Background: an optimization exercise with open tools, aiming at small area, a short achievable clock period and few clock cycles. Do not read the settings as production practice.
Only simulation tests tie the RTL to the original design; equivalence was not proved.
Power and IR drop assume default switching activity.

==> v6: inputs <==
## autd3_cpu
module autd3_cpu (
    input  wire        clk,
    input  wire        rst,
    input  wire        frame_valid,
    input  wire        tick_valid,
    output wire        evt_ready,
    output reg  [6:0]  hdr_addr,
    input  wire [7:0]  hdr_data,
    output reg  [7:0]  bulk_addr,
    input  wire [15:0] bulk_data,
    output reg         bus_valid,
    output reg         bus_we,
    output reg  [2:0]  bus_bank,
    output reg  [13:0] bus_addr,
    output reg  [15:0] bus_wdata,
    input  wire        bus_ready,
    input  wire [15:0] bus_rdata,
    input  wire [63:0] dc_now,
    input  wire [63:0] dc_next_start,
    input  wire [63:0] dc_period,
    output reg  [15:0] tx_ack
);
Settings: LEC_CHECK=0, CAP_MARGIN=20, CORE_MARGIN=2, CORE_UTILIZATION=55, PLACE_DENSITY=0.7, SETUP_SLACK_MARGIN=5, SLEW_MARGIN=20; clock period 9.0 ns.
standard.sh (not shown) runs the stock make flow with config.mk's settings and CLKGATE_MAP_FILE= SYNTH_SCRIPT=/design/flow/synth_recipe.tcl, a recipe that flattens the netlist after the stock synthesis.
==> flow/flow/run.sh <==
#!/bin/bash
# Standard layout, with the port buffers made from sky130_fd_sc_hd__buf_1
# instead of the delay cell buffer_ports picks by default, and timing repair
# aiming at a setup slack of 5.6 ns.
set -euo pipefail
bash standard.sh "BUFFER_PORTS_ARGS=-buffer_cell sky130_fd_sc_hd__buf_1" SETUP_SLACK_MARGIN=5.6 finish > standard_flow.log 2>&1
==> inputs of v14, as changes to v6 <==
--- a/flow/design.v
+++ b/flow/design.v
@@ -157,11 +157,12 @@
     wire dl_done  = dl_go & t_last;
     wire en_go    = s_end & sf;
     wire tail_go  = d_ptail | (sd_go & ~sd_pw) | (pw_rec & ~p_wrap & p_last) | (ps_go & p_last) |
                     (gw_slot & ~g_wrap & g_last) | (gs_go & g_last);
     wire redo     = (c_g != 2'd2) | (c_p == 2'd2);
-    wire tw_go    = s_twt & sf;
+    wire td_wt    = s_tdec & ~redo;             
+    wire tw_go    = (s_twt | td_wt) & sf;
     wire tw_done  = tw_go & (kw == 2'd3);
     wire ti_go    = s_tinit & sf;
     wire tf_go    = s_tinf & sf;
     wire aw_done  = s_taw & rd_done & (bus_addr[1:0] == 2'd0) & ~bus_rdata[{3'b100, which}];
     wire aw_rd    = s_taw & sf & ~aw_done;
@@ -184,11 +185,11 @@
     wire w_soff   = h3_sbo | s_pseg | s_gseg;                      
     wire r_info   = (h2_rd & ~cmd_34) | s_tinf;
     wire r_ver    = h2_rd & cmd_34;
     wire r_ctrl   = s_taw & ~aw_done;
     wire slot_req = w_drive | w_delay | w_mod | w_gain | w_point | w_moff | w_mcyc | w_flags |
-                    w_soff | s_sbdiv | s_ssend | s_twt | s_creg | s_tinit | s_tinf | r_ctrl;
+                    w_soff | s_sbdiv | s_ssend | s_twt | td_wt | s_creg | s_tinit | s_tinf | r_ctrl;
     wire issue    = (sf & slot_req) | h2_rd;
     wire is_rd    = r_info | r_ver | r_ctrl;
     reg [2:0] clr_off;
     always @* begin
         case (bulk_addr[2:0])
@@ -209,11 +210,11 @@
         ({14{w_moff}}            & 14'h0003) |
         ({14{w_mcyc}}            & 14'h0004) |
         ({14{w_soff}}            & 14'h0005) |
         ({14{s_ssend}}           & 14'h0006) |
         ({14{s_sbdiv}}           & 14'h0007) |
-        ({14{s_twt}}             & {10'd0, 1'b1, which, kw}) |
+        ({14{s_twt | td_wt}}     & {10'd0, 1'b1, which, kw}) |
         ({14{s_creg}}            & {11'd0, clr_off}) |
         ({14{r_info}}            & 14'h0001) |
         ({14{r_ver}}             & 14'h0002);
     wire [15:0] nx_wdata =
         ({16{h3_drv | s_drv | w_delay | s_sbdiv | s_pw}} & bulk_data) |
@@ -224,11 +225,11 @@
         ({16{w_mcyc}}                & mod_cur[15:0]) |
         ({16{w_flags}}               & {8'h00, hdr_data}) |
         ({16{s_pseg}}                & seq_cur[26:11]) |
         ({16{s_gseg}}                & seq_cur[21:6]) |
         ({16{s_ssend}}               & seq_cur[15:0]) |
-        ({16{s_twt}}                 & now_s[15:0]) |
+        ({16{s_twt | td_wt}}         & now_s[15:0]) |
         ({16{s_tinit}}               & {6'd0, which, ~which, fpga_flags}) |
         ({16{s_creg & cr_last}}      & 16'h0004);
     wire ha_en   = (s_h0 & ~rep) | s_h1 | s_h2 | (g3 & (c_oper | c_none)) |
                    ((s_drv | s_mhead) & (hdr_addr == 7'd4)) |
                    (dr_done & ~f_mb & (nlen == 7'd4)) | (mh_exit & mh_empty) |
==> flow/flow/run.sh (replaced) <==
#!/bin/bash
# Standard layout, with the port buffers made from sky130_fd_sc_hd__buf_1
# instead of the delay cell buffer_ports picks by default, and timing repair
# aiming at a setup slack of 5.8 ns.
set -euo pipefail
bash standard.sh "BUFFER_PORTS_ARGS=-buffer_cell sky130_fd_sc_hd__buf_1" SETUP_SLACK_MARGIN=5.8 finish > standard_flow.log 2>&1
Settings changed: CTS_BUF_LIST set to sky130_fd_sc_hd__clkbuf_8, CTS_CLUSTER_SIZE set to 25.
==> flow_summary.toml <==
[run_status]
status = "complete, no violations"

[pwr]
internal_power_uw = 2840
clkPwrFrac_pct = 45.9

[synth]
synth_compound_area_share_pct = 14.7

[finish]
n_all_buffers = 340
[end of results for v6]
==> flow_summary.toml <==
[run_status]
status = "complete, no violations"

[synth]
netlist.area_leader.share_pct = 31.1
synth_compound_area_share_pct = 15.3

[pwr]
internal_power_uw = 2620
clkPwrFrac_pct = 39.9
[end of results for v14]
Testbench counts of v6, summed over its fixed seeds: cycles 64,321.
Testbench counts of v14, summed over its fixed seeds: cycles 64,257.

==> v31: inputs <==
autd3_cpu, a different RTL version from the one above (not shown whole).
Settings: LEC_CHECK=0, CAP_MARGIN=20, CORE_MARGIN=2, CORE_UTILIZATION=55, CTS_BUF_LIST=sky130_fd_sc_hd__clkbuf_8, CTS_CLUSTER_SIZE=25, PLACE_DENSITY=0.7, SETUP_SLACK_MARGIN=5, SLEW_MARGIN=20; clock period 9.0 ns.
==> flow/flow/run.sh <==
#!/bin/bash
# Standard layout, with the port buffers made from sky130_fd_sc_hd__buf_1
# instead of the delay cell buffer_ports picks by default, and timing repair
# aiming at a setup slack of 5.9 ns.
set -euo pipefail
bash standard.sh "BUFFER_PORTS_ARGS=-buffer_cell sky130_fd_sc_hd__buf_1" SETUP_SLACK_MARGIN=5.9 finish > standard_flow.log 2>&1
==> v23: changes against v31 <==
--- a/flow/design.v
+++ b/flow/design.v
@@ -156,15 +156,15 @@
     wire dl_go    = s_dly & sf;
     wire dl_done  = dl_go & t_last;
     wire en_go    = s_end & sf;
     wire tail_go  = d_ptail | (sd_go & ~sd_pw) | (pw_rec & ~p_wrap & p_last) | (ps_go & p_last) |
                     (gw_slot & ~g_wrap & g_last) | (gs_go & g_last);
     wire redo     = (c_g != 2'd2) | (c_p == 2'd2);
-    wire tw_lo    = s_twt & ~kc[0] & sf;        
-    wire tw_go    = s_twt & kc[0] & sf;         
-    wire tw_done  = tw_go & (kc == 3'd7);
+    wire td_go    = s_tdec & ~redo & sf;        
+    wire tw_go    = (s_twt & sf) | td_go;
+    wire tw_done  = tw_go & (kw == 2'd3);
     wire ti_go    = s_tinit & sf;
     wire tf_go    = s_tinf & sf;
     wire aw_done  = s_taw & rd_done & (bus_addr[1:0] == 2'd0) & ~bus_rdata[{3'b100, which}];
     wire aw_rd    = s_taw & sf & ~aw_done;
     wire aw_next  = aw_done & ~which & seq_pending;
     wire w_drive  = d_clr | d_drv | cd_go | dr_go;            
@@ -175,13 +175,13 @@
     wire w_moff   = (d_mh & f_mb) | (s_mhead & f_mb & sf) | ms_go;    
     wire w_mcyc   = me_cyc | mc_go;                           
     wire w_ctrl   = me_flg | mf_go | ti_go | aw_rd;           
     wire w_soff   = d_sbo | ps_go | gs_go;                    
     wire w_sdiv   = sd_go;
     wire w_scyc   = ss_go;
-    wire w_sync   = tw_go;
+    wire w_sync   = tw_go;                      
     wire w_creg   = cr_go;
     wire r_info   = (h2_rd & ~cmd_34) | tf_go;
     wire r_ver    = h2_rd & cmd_34;
     wire issue    = w_drive | w_delay | w_mod | w_gain | w_point | w_moff | w_mcyc | w_ctrl |
                     w_soff | w_sdiv | w_scyc | w_sync | w_creg | r_info | r_ver;
     wire is_rd    = r_info | r_ver | aw_rd;
@@ -204,13 +204,13 @@
         ({14{w_point}}           & {1'b0, seq_cur[10:0], bulk_addr[1:0]}) |
         ({14{w_moff}}            & 14'h0003) |
         ({14{w_mcyc}}            & 14'h0004) |
         ({14{w_soff}}            & 14'h0005) |
         ({14{w_scyc}}            & 14'h0006) |
         ({14{w_sdiv}}            & 14'h0007) |
-        ({14{w_sync}}            & {10'd0, 1'b1, which, kc[2:1]}) |
+        ({14{w_sync}}            & {10'd0, 1'b1, which, kw}) |
         ({14{w_creg}}            & {11'd0, clr_off}) |
         ({14{r_info}}            & 14'h0001) |
         ({14{r_ver}}             & 14'h0002);
     wire [15:0] nx_wdata =
         ({16{d_drv | dr_go | w_delay | sd_go | pw_go}} & bulk_data) |
         ({16{w_gain}}                & gain_word) |
@@ -219,14 +219,13 @@
         ({16{ms_go}}                 & {1'b0, mod_cur[30:15]}) |
         ({16{w_mcyc}}                & mod_cur[15:0]) |
         ({16{me_flg | mf_go}}        & {8'h00, hdr_data}) |
         ({16{ps_go}}                 & seq_cur[26:11]) |
         ({16{gs_go}}                 & seq_cur[21:6]) |
         ({16{ss_go}}                 & seq_cur[15:0]) |
-        ({16{tw_go}}                 & {tsum[7:0], bus_wdata[7:0]}) |
-        ({16{tw_lo}}                 & {8'h00, tsum[7:0]}) |
+        ({16{tw_go}}                 & now_s[15:0]) |
         ({16{ti_go}}                 & {6'd0, which, ~which, fpga_flags}) |
         ({16{cr_go & cr_last}}       & 16'h0004);
     wire ha_set2 = s_h0 & ~rep;
     wire ha_set3 = s_h1;
     wire ha_set1 = s_h2 | (mh_exit & mh_empty) | (dr_done & ~f_mb & (nlen == 7'd4)) | (mb_adv & ~m_wrap & m_last) | (ms_go & m_last);
     wire ha_set4 = d_drv | d_mh;
@@ -280,25 +279,25 @@
             s_ssend <= (tail_go & f_se) | (s_ssend & ~sf);
             s_dly   <= d_dly | (s_dly & ~dl_done);
             s_end   <= (tail_go & ~f_se) | cr_done | me_flg | mf_go | ss_go | dl_done | (s_end & ~sf);
             s_trd   <= (s_idle & ~frame_valid & tick_go & pend) | aw_next;
             s_tcmp  <= s_trd | (s_tcmp & (kc != 3'd7)) | (s_tdec & redo);
             s_tdec  <= s_tcmp & (kc == 3'd7);
-            s_twt   <= (s_tdec & ~redo) | (s_twt & ~tw_done);
+            s_twt   <= (s_tdec & ~redo) | (s_twt & ~tw_done);    
             s_tinit <= tw_done | (s_tinit & ~sf);
             s_tinf  <= (ti_go & info_req) | (s_tinf & ~sf);
             s_taw   <= (ti_go & ~info_req) | tf_go | (s_taw & ~aw_done);
         end
     end
     always @(posedge clk) begin
         if (rst) begin
             bus_valid <= 1'b0;
         end else begin
             bus_valid <= issue | (bus_valid & ~bus_ready);
         end
-        if (issue | tw_lo) begin      
+        if (issue) begin
             bus_we    <= ~is_rd;
             bus_bank  <= nx_bank;
             bus_addr  <= nx_addr;
             bus_wdata <= nx_wdata;
         end
     end
@@ -381,27 +380,28 @@
             else if (aw_done & which)                   seq_pending <= 1'b0;
             if ((gw_slot & ~g_wrap & g_last) | (gs_go & g_last)) jc <= 2'd0;
             else if ((gw_slot & ~g_wrap) | gs_go)                jc <= jc + 2'd1;
         end
     end
     always @(posedge clk) begin
-        if (s_trd | (s_tdec & redo)) now_s <= dc_now;
-        else                         now_s <= {8'd0, now_s[63:8]};
         if (s_trd | (s_tdec & redo)) begin
             if (s_trd | (c_g == 2'd2)) sync_n <= dc_next_start;
+            now_s <= dc_now;
             per_r <= dc_period[7:0];
             c_g   <= 2'd2;
             c_p   <= 2'd2;
+            tcar  <= 1'b0;
             kc    <= 3'd0;
-        end else if (s_tcmp | tw_lo | tw_go) begin
+        end else if (s_tcmp) begin
+            now_s  <= {tsum[7:0], now_s[63:8]};
             sync_n <= {sync_n[7:0], sync_n[63:8]};
             per_r  <= per_nx;
+            tcar   <= tsum[8];
+            c_g    <= g_sum[9:8];
+            c_p    <= p_sum[9:8];
             kc     <= kc + 3'd1;
+        end else if (tw_go) begin
+            now_s  <= {16'd0, now_s[63:16]};
+            kc     <= (kw == 2'd3) ? 3'd0 : kc + 3'd1;
         end
-        if (s_tcmp) begin
-            c_g <= g_sum[9:8];
-            c_p <= p_sum[9:8];
-        end
-        if (s_tdec)              tcar <= 1'b0;
-        else if (tw_lo | tw_go)  tcar <= tsum[8];
     end
 endmodule
==> v4: changes against v31 <==
--- a/flow/design.v
+++ b/flow/design.v
@@ -156,15 +156,14 @@
     wire dl_go    = s_dly & sf;
     wire dl_done  = dl_go & t_last;
     wire en_go    = s_end & sf;
     wire tail_go  = d_ptail | (sd_go & ~sd_pw) | (pw_rec & ~p_wrap & p_last) | (ps_go & p_last) |
                     (gw_slot & ~g_wrap & g_last) | (gs_go & g_last);
     wire redo     = (c_g != 2'd2) | (c_p == 2'd2);
-    wire tw_lo    = s_twt & ~kc[0] & sf;        
-    wire tw_go    = s_twt & kc[0] & sf;         
-    wire tw_done  = tw_go & (kc == 3'd7);
+    wire tw_go    = s_twt & sf;
+    wire tw_done  = tw_go & (kw == 2'd3);
     wire ti_go    = s_tinit & sf;
     wire tf_go    = s_tinf & sf;
     wire aw_done  = s_taw & rd_done & (bus_addr[1:0] == 2'd0) & ~bus_rdata[{3'b100, which}];
     wire aw_rd    = s_taw & sf & ~aw_done;
     wire aw_next  = aw_done & ~which & seq_pending;
     wire w_drive  = d_clr | d_drv | cd_go | dr_go;            
@@ -204,13 +203,13 @@
         ({14{w_point}}           & {1'b0, seq_cur[10:0], bulk_addr[1:0]}) |
         ({14{w_moff}}            & 14'h0003) |
         ({14{w_mcyc}}            & 14'h0004) |
         ({14{w_soff}}            & 14'h0005) |
         ({14{w_scyc}}            & 14'h0006) |
         ({14{w_sdiv}}            & 14'h0007) |
-        ({14{w_sync}}            & {10'd0, 1'b1, which, kc[2:1]}) |
+        ({14{w_sync}}            & {10'd0, 1'b1, which, kw}) |
         ({14{w_creg}}            & {11'd0, clr_off}) |
         ({14{r_info}}            & 14'h0001) |
         ({14{r_ver}}             & 14'h0002);
     wire [15:0] nx_wdata =
         ({16{d_drv | dr_go | w_delay | sd_go | pw_go}} & bulk_data) |
         ({16{w_gain}}                & gain_word) |
@@ -219,14 +218,13 @@
         ({16{ms_go}}                 & {1'b0, mod_cur[30:15]}) |
         ({16{w_mcyc}}                & mod_cur[15:0]) |
         ({16{me_flg | mf_go}}        & {8'h00, hdr_data}) |
         ({16{ps_go}}                 & seq_cur[26:11]) |
         ({16{gs_go}}                 & seq_cur[21:6]) |
         ({16{ss_go}}                 & seq_cur[15:0]) |
-        ({16{tw_go}}                 & {tsum[7:0], bus_wdata[7:0]}) |
-        ({16{tw_lo}}                 & {8'h00, tsum[7:0]}) |
+        ({16{tw_go}}                 & now_s[15:0]) |
         ({16{ti_go}}                 & {6'd0, which, ~which, fpga_flags}) |
         ({16{cr_go & cr_last}}       & 16'h0004);
     wire ha_set2 = s_h0 & ~rep;
     wire ha_set3 = s_h1;
     wire ha_set1 = s_h2 | (mh_exit & mh_empty) | (dr_done & ~f_mb & (nlen == 7'd4)) | (mb_adv & ~m_wrap & m_last) | (ms_go & m_last);
     wire ha_set4 = d_drv | d_mh;
@@ -292,13 +290,13 @@
     always @(posedge clk) begin
         if (rst) begin
             bus_valid <= 1'b0;
         end else begin
             bus_valid <= issue | (bus_valid & ~bus_ready);
         end
-        if (issue | tw_lo) begin      
+        if (issue) begin
             bus_we    <= ~is_rd;
             bus_bank  <= nx_bank;
             bus_addr  <= nx_addr;
             bus_wdata <= nx_wdata;
         end
     end
@@ -381,27 +379,28 @@
             else if (aw_done & which)                   seq_pending <= 1'b0;
             if ((gw_slot & ~g_wrap & g_last) | (gs_go & g_last)) jc <= 2'd0;
             else if ((gw_slot & ~g_wrap) | gs_go)                jc <= jc + 2'd1;
         end
     end
     always @(posedge clk) begin
-        if (s_trd | (s_tdec & redo)) now_s <= dc_now;
-        else                         now_s <= {8'd0, now_s[63:8]};
         if (s_trd | (s_tdec & redo)) begin
             if (s_trd | (c_g == 2'd2)) sync_n <= dc_next_start;
+            now_s <= dc_now;
             per_r <= dc_period[7:0];
             c_g   <= 2'd2;
             c_p   <= 2'd2;
+            tcar  <= 1'b0;
             kc    <= 3'd0;
-        end else if (s_tcmp | tw_lo | tw_go) begin
+        end else if (s_tcmp) begin
+            now_s  <= {tsum[7:0], now_s[63:8]};
             sync_n <= {sync_n[7:0], sync_n[63:8]};
             per_r  <= per_nx;
+            tcar   <= tsum[8];
+            c_g    <= g_sum[9:8];
+            c_p    <= p_sum[9:8];
             kc     <= kc + 3'd1;
+        end else if (tw_go) begin
+            now_s  <= {16'd0, now_s[63:16]};
+            kc     <= (kw == 2'd3) ? 3'd0 : kc + 3'd1;
         end
-        if (s_tcmp) begin
-            c_g <= g_sum[9:8];
-            c_p <= p_sum[9:8];
-        end
-        if (s_tdec)              tcar <= 1'b0;
-        else if (tw_lo | tw_go)  tcar <= tsum[8];
     end
 endmodule
==> flow/flow/run.sh (replaced) <==
#!/bin/bash
# Standard layout, with the port buffers made from sky130_fd_sc_hd__buf_1
# instead of the delay cell buffer_ports picks by default, and timing repair
# aiming at a setup slack of 6.0 ns.
set -euo pipefail
bash standard.sh "BUFFER_PORTS_ARGS=-buffer_cell sky130_fd_sc_hd__buf_1" SETUP_SLACK_MARGIN=6.0 finish > standard_flow.log 2>&1
Settings changed: CORE_UTILIZATION 55 to 40, CTS_BUF_LIST sky130_fd_sc_hd__clkbuf_8 to not set, CTS_CLUSTER_SIZE 25 to not set, PLACE_DENSITY 0.7 to 0.6.
==> v32: changes against v31 <==
--- a/flow/design.v
+++ b/flow/design.v
@@ -50,12 +50,13 @@
     reg [63:0] sync_n;
     reg [63:0] now_s;
     reg [1:0]  c_g, c_p;
     reg [7:0]  per_r;
     reg [2:0]  kc;
     reg        tcar;
+    reg [7:0]  t_lo;
     wire sf      = ~bus_valid | bus_ready;           
     wire rd_done = bus_valid & ~bus_we & bus_ready;
     wire [6:0] ha_inc = hdr_addr + 7'd1;
     wire [7:0] ba_inc = bulk_addr + 8'd1;
     wire       t_last = (bulk_addr == 8'd248);
     wire [1:0] gain_last = (seq_mode == MODE_PHASE_FULL) ? 2'd1 :
@@ -156,13 +157,13 @@
     wire dl_go    = s_dly & sf;
     wire dl_done  = dl_go & t_last;
     wire en_go    = s_end & sf;
     wire tail_go  = d_ptail | (sd_go & ~sd_pw) | (pw_rec & ~p_wrap & p_last) | (ps_go & p_last) |
                     (gw_slot & ~g_wrap & g_last) | (gs_go & g_last);
     wire redo     = (c_g != 2'd2) | (c_p == 2'd2);
-    wire tw_lo    = s_twt & ~kc[0] & sf;        
+    wire tw_lo    = s_twt & ~kc[0];             
     wire tw_go    = s_twt & kc[0] & sf;         
     wire tw_done  = tw_go & (kc == 3'd7);
     wire ti_go    = s_tinit & sf;
     wire tf_go    = s_tinf & sf;
     wire aw_done  = s_taw & rd_done & (bus_addr[1:0] == 2'd0) & ~bus_rdata[{3'b100, which}];
     wire aw_rd    = s_taw & sf & ~aw_done;
@@ -219,14 +220,13 @@
         ({16{ms_go}}                 & {1'b0, mod_cur[30:15]}) |
         ({16{w_mcyc}}                & mod_cur[15:0]) |
         ({16{me_flg | mf_go}}        & {8'h00, hdr_data}) |
         ({16{ps_go}}                 & seq_cur[26:11]) |
         ({16{gs_go}}                 & seq_cur[21:6]) |
         ({16{ss_go}}                 & seq_cur[15:0]) |
-        ({16{tw_go}}                 & {tsum[7:0], bus_wdata[7:0]}) |
-        ({16{tw_lo}}                 & {8'h00, tsum[7:0]}) |
+        ({16{tw_go}}                 & {tsum[7:0], t_lo}) |
         ({16{ti_go}}                 & {6'd0, which, ~which, fpga_flags}) |
         ({16{cr_go & cr_last}}       & 16'h0004);
     wire ha_set2 = s_h0 & ~rep;
     wire ha_set3 = s_h1;
     wire ha_set1 = s_h2 | (mh_exit & mh_empty) | (dr_done & ~f_mb & (nlen == 7'd4)) | (mb_adv & ~m_wrap & m_last) | (ms_go & m_last);
     wire ha_set4 = d_drv | d_mh;
@@ -292,13 +292,13 @@
     always @(posedge clk) begin
         if (rst) begin
             bus_valid <= 1'b0;
         end else begin
             bus_valid <= issue | (bus_valid & ~bus_ready);
         end
-        if (issue | tw_lo) begin      
+        if (issue) begin
             bus_we    <= ~is_rd;
             bus_bank  <= nx_bank;
             bus_addr  <= nx_addr;
             bus_wdata <= nx_wdata;
         end
     end
@@ -400,8 +400,9 @@
         if (s_tcmp) begin
             c_g <= g_sum[9:8];
             c_p <= p_sum[9:8];
         end
         if (s_tdec)              tcar <= 1'b0;
         else if (tw_lo | tw_go)  tcar <= tsum[8];
+        if (tw_lo) t_lo <= tsum[7:0];
     end
 endmodule
==> flow/flow/run.sh (replaced) <==
#!/bin/bash
# Standard layout, with the port buffers made from sky130_fd_sc_hd__buf_1
# instead of the delay cell buffer_ports picks by default, and timing repair
# aiming at a setup slack of 5.7 ns.
set -euo pipefail
bash standard.sh "BUFFER_PORTS_ARGS=-buffer_cell sky130_fd_sc_hd__buf_1" SETUP_SLACK_MARGIN=5.7 finish > standard_flow.log 2>&1
==> out/summary.txt <==
Place WS: 4.144 ns
Vias per std cell: 5.715
FF-to-FF path depth: 15
Seq pwr: 0.00172 W
Critical Path RT: 9.27 ns
Status: finished clean
First-pass GRT wire length: 97,820 um
# the run above: v4

==> out/summary.txt <==
Critical Path RT: 9.38 ns
Status: finished clean
Place WS: 4.120 ns
Vias per std cell: 5.889
FF-to-FF path depth: 13
# the run above: v31

==> out/summary.txt <==
Status: finished clean
Place WS: 4.044 ns
Critical Path RT: 9.49 ns
First-pass GRT wire length: 89,270 um
WP depth: 15
Rows: 67
Number of enable flip-flop cells after synthesis: 196
LEAKAGE: 8.112 nW
Vias per std cell: 6.014
# the run above: v23

==> out/summary.txt <==
Seq pwr: 0.00175 W
Vias per std cell: 5.856
First-pass GRT wire length: 83,050 um
Status: finished clean
Place WS: 4.213 ns
# the run above: v32

Testbench counts of v31, summed over its fixed seeds: cycles 64,577.
Testbench counts of v23, summed over its fixed seeds: cycles 64,257.
Testbench counts of v4, summed over its fixed seeds: cycles 64,321.
Testbench counts of v32, summed over its fixed seeds: cycles 64,577.

re-timing with driven ports:
The flow's constraints put no driver on any port. The routed layouts listed below were extracted and timed again, unchanged, in two steps. Step 1, drivers: a clkbuf_16 drives clk and a buf_2 each remaining input, both assumed. Step 2 also shifts input and output timing later by t, the mid clock arrival at the registers, as if the neighbouring blocks saw the same clock. a / b / c = no drivers / after step 1 / after step 2; a / b = the first two.
run | shift t [ns] | setup slack, ns | worst setup path at the end | clock arrival spread, ns | pins driven straight from the clock port
v6 | 0.581 | 5.565 / 5.572 / 4.991 | input to register | 0.027 / 0.027 | 1
v14 | 0.653 | 5.637 / 5.651 / 4.997 | input to register | 0.035 / 0.035 | 1
v31 | 0.684 | 5.713 / 5.713 / 5.153 | input to register | 0.033 / 0.032 | 1
v23 | 0.667 | 5.772 / 5.772 / 5.120 | input to register | 0.036 / 0.036 | 1
v4 | 0.631 | 5.779 / 5.813 / 5.181 | input to register | 0.037 / 0.037 | 1
v32 | 0.642 | 5.648 / 5.648 / 5.103 | input to register | 0.040 / 0.040 | 1
After both steps every run listed still meets setup and hold. For v23, which loses most, drivers alone change the setup slack by 0.000 ns; drivers and shift together by -0.652 ns.
